Source: an optimization exercise on an open RTL-to-GDS flow (aim: small area, a short achievable clock period and few clock cycles). Production flows keep margins and buffers that such runs may drop. In this exercise RTL edits were held to simulation tests only and were not proved equivalent to the original.

Setup of sierra:
Design csc_codec, start of the top module:
module csc_codec (
    input  wire        clk,
    input  wire        rst,
    input  wire        req_valid,
    output wire        req_ready,
    input  wire        req_op,         
    input  wire        req_pol,        
    input  wire [3:0]  req_len,        
    input  wire [63:0] req_pay,        
    input  wire [63:0] req_val,        
    input  wire [5:0]  sig_start,
    input  wire [5:0]  sig_len_m1,     
    input  wire        sig_be,         
    input  wire        sig_signed,
    input  wire [15:0] sig_scale,      
    input  wire [31:0] sig_offset,     
    input  wire [63:0] sig_min,        
    input  wire [63:0] sig_max,        
    output reg         rsp_valid,
    output reg  [3:0]  rsp_st,
    output wire [95:0] rsp_v,
    output reg         rsp_oor,
    output reg  [63:0] rsp_pay,
    output reg         rsp_clamped,
    output reg         rsp_rovf
);
==> flow/config.mk <==
export PLATFORM = sky130hd
export DESIGN_NAME = csc_codec
export DESIGN_NICKNAME = csc_codec
export VERILOG_FILES = /design/flow/design.v
export SDC_FILE = /design/flow/constraint.sdc
export NUM_CORES = 4
export LEC_CHECK = 0
export ABC_AREA = 1
export CAP_MARGIN = 35
export CORE_MARGIN = 2
export CORE_UTILIZATION = 40
export SLEW_MARGIN = 35
==> flow/constraint.sdc <==
create_clock -name core_clock -period 20.0 [get_ports {clk}]
set_input_delay 4.0000 -clock core_clock [delete_from_list [all_inputs] [get_ports {clk}]]
set_output_delay 4.0000 -clock core_clock [all_outputs]
set_load 0.01 [all_outputs]
standard.sh (not shown) runs the stock make flow with config.mk's settings and CLKGATE_MAP_FILE= SYNTH_SCRIPT=/design/flow/synth_recipe.tcl, a recipe that flattens the netlist after the stock synthesis.
==> flow/flow/run.sh <==
#!/bin/bash
# Layout flow: the standard ORFS layout (standard.sh, all stages), with two
# changes to how the layout is made:
#  - the timing repair steps (floorplan, CTS, global route) aim for more setup
#    slack than the default, which sizes and buffers the critical paths.
# The clock period, SDC constraints, floorplan, power grid, tap cells, CTS and
# routing are the standard ones; registers are those of the standard synthesis.
set -euo pipefail
bash standard.sh ADDER_MAP_FILE= SETUP_SLACK_MARGIN=13 finish > run_standard.log 2>&1
Testbench counts of sierra, summed over its fixed seeds: cycles 13,770.
The following lists how raven was set up differently from sierra:
Settings: changing SLEW_MARGIN from 35 to 30; removing ABC_AREA (formerly 1); changing CAP_MARGIN from 35 to 30.
==> flow/flow/run.sh <==
#!/bin/bash
# Layout flow: the standard ORFS layout (standard.sh, all stages), with two
# changes to how the layout is made:
#  - synthesis maps adders with ABC instead of pre-extracting full/half-adder
#    cells (ADDER_MAP_FILE empty), so ABC can restructure arithmetic for delay;
#  - the timing repair steps aim for more setup slack than the default.
# The clock period, SDC constraints, floorplan, power grid, tap cells, CTS and
# routing are the standard ones; registers are those of the standard synthesis.
set -euo pipefail
bash standard.sh ADDER_MAP_FILE= SETUP_SLACK_MARGIN=12.5 finish > run_standard.log 2>&1
## What came out
- Delta (raven minus sierra): synthesized area decreased by 5400 µm² relative to the old numbers, worst-case hold slack saw a decrease, met2 layer wire length in the routed design went down by 12000 µm, number of gates resized after CTS went up by 194, worst setup margin lower.
- Relative to sierra, raven improves wire length.
- Taking sierra as the reference point, the final period demand of the worst path of raven rises by 820 ps.
- Compared with sierra, in raven final non-filler cell area -1.8%, non-clock buffer area fraction after layout rose by 2.5 points.

csc_codec, a different RTL version from the one above (not shown whole).
For scale: ~1100 flip-flops, roughly 500 I/O pins, roughly 100000 sq um of cells after synthesis.
clock: 20.0 ns
lec_check: 0
abc_area: 1
cap_margin: 35
core_margin: 2
core_utilization: 40
slew_margin: 35
==> flow/flow/run.sh <==
#!/bin/bash
# Layout flow: the standard ORFS layout (standard.sh, all stages), with two
# changes to how the layout is made:
#  - the timing repair steps (floorplan, CTS, global route) aim for more setup
#    slack than the default, which sizes and buffers the critical paths.
# The clock period, SDC constraints, floorplan, power grid, tap cells, CTS and
# routing are the standard ones; registers are those of the standard synthesis.
set -euo pipefail
bash standard.sh ADDER_MAP_FILE= SETUP_SLACK_MARGIN=13 finish > run_standard.log 2>&1
The baseline completed without violations.
Testbench counts at the start, summed over its fixed seeds: cycles 12,823.
Then changed:
--- a/flow/flow/run.sh
+++ b/flow/flow/run.sh
@@ -9 +9 @@
-bash standard.sh ADDER_MAP_FILE= SETUP_SLACK_MARGIN=13 finish > run_standard.log 2>&1
+bash standard.sh ADDER_MAP_FILE= SETUP_SLACK_MARGIN=14 finish > run_standard.log 2>&1
Settings changed: CAP_MARGIN 35 to 20, SLEW_MARGIN 35 to 20.
Result: The changed run completed without violations; worst hold slack gains 0.012 ns; maximum frequency grows by about 6%; cell area climbs by about 10%; wire length increases by 5.8%; setup slack gains 0.39 ns; utilization climbs by 4.6 points.

-- static timing again, ports no longer ideal --
How much do the figures lean on ideal ports? The routed layouts below were timed once more, with nothing changed but the port constraints.
Step 1, drivers: a clkbuf_16 drives clk and a buf_2 each remaining input, both assumed.
Step 2 also shifts input and output timing later by t, the mid clock arrival at the registers, as if the neighbouring blocks saw the same clock.
Three values: no drivers, after step 1, after step 2; two values: the first two.
| run | t (ns) | slack for setup (ns) | hold slack, ns | slew at the worst register clock pin (ns) | cell pins on the clock port's net |
|---|---|---|---|---|---|
| sierra | 0.908 | 13.210 / 13.210 / 13.210 | 0.404 / 0.404 / 0.404 | 0.08 / 0.08 | 1 |
| raven | 0.908 | 12.392 / 12.392 / 12.392 | 0.393 / 0.393 / 0.393 | 0.08 / 0.08 | 1 |
| the first run of note 2 | 0.932 | 13.092 / 13.092 / 13.092 | 0.404 / 0.404 / 0.404 | 0.09 / 0.09 | 1 |
| the second run of note 2 | 0.938 | 13.486 / 13.486 / 13.486 | 0.416 / 0.416 / 0.416 | 0.09 / 0.09 | 1 |
After both steps every run listed still meets setup and hold.
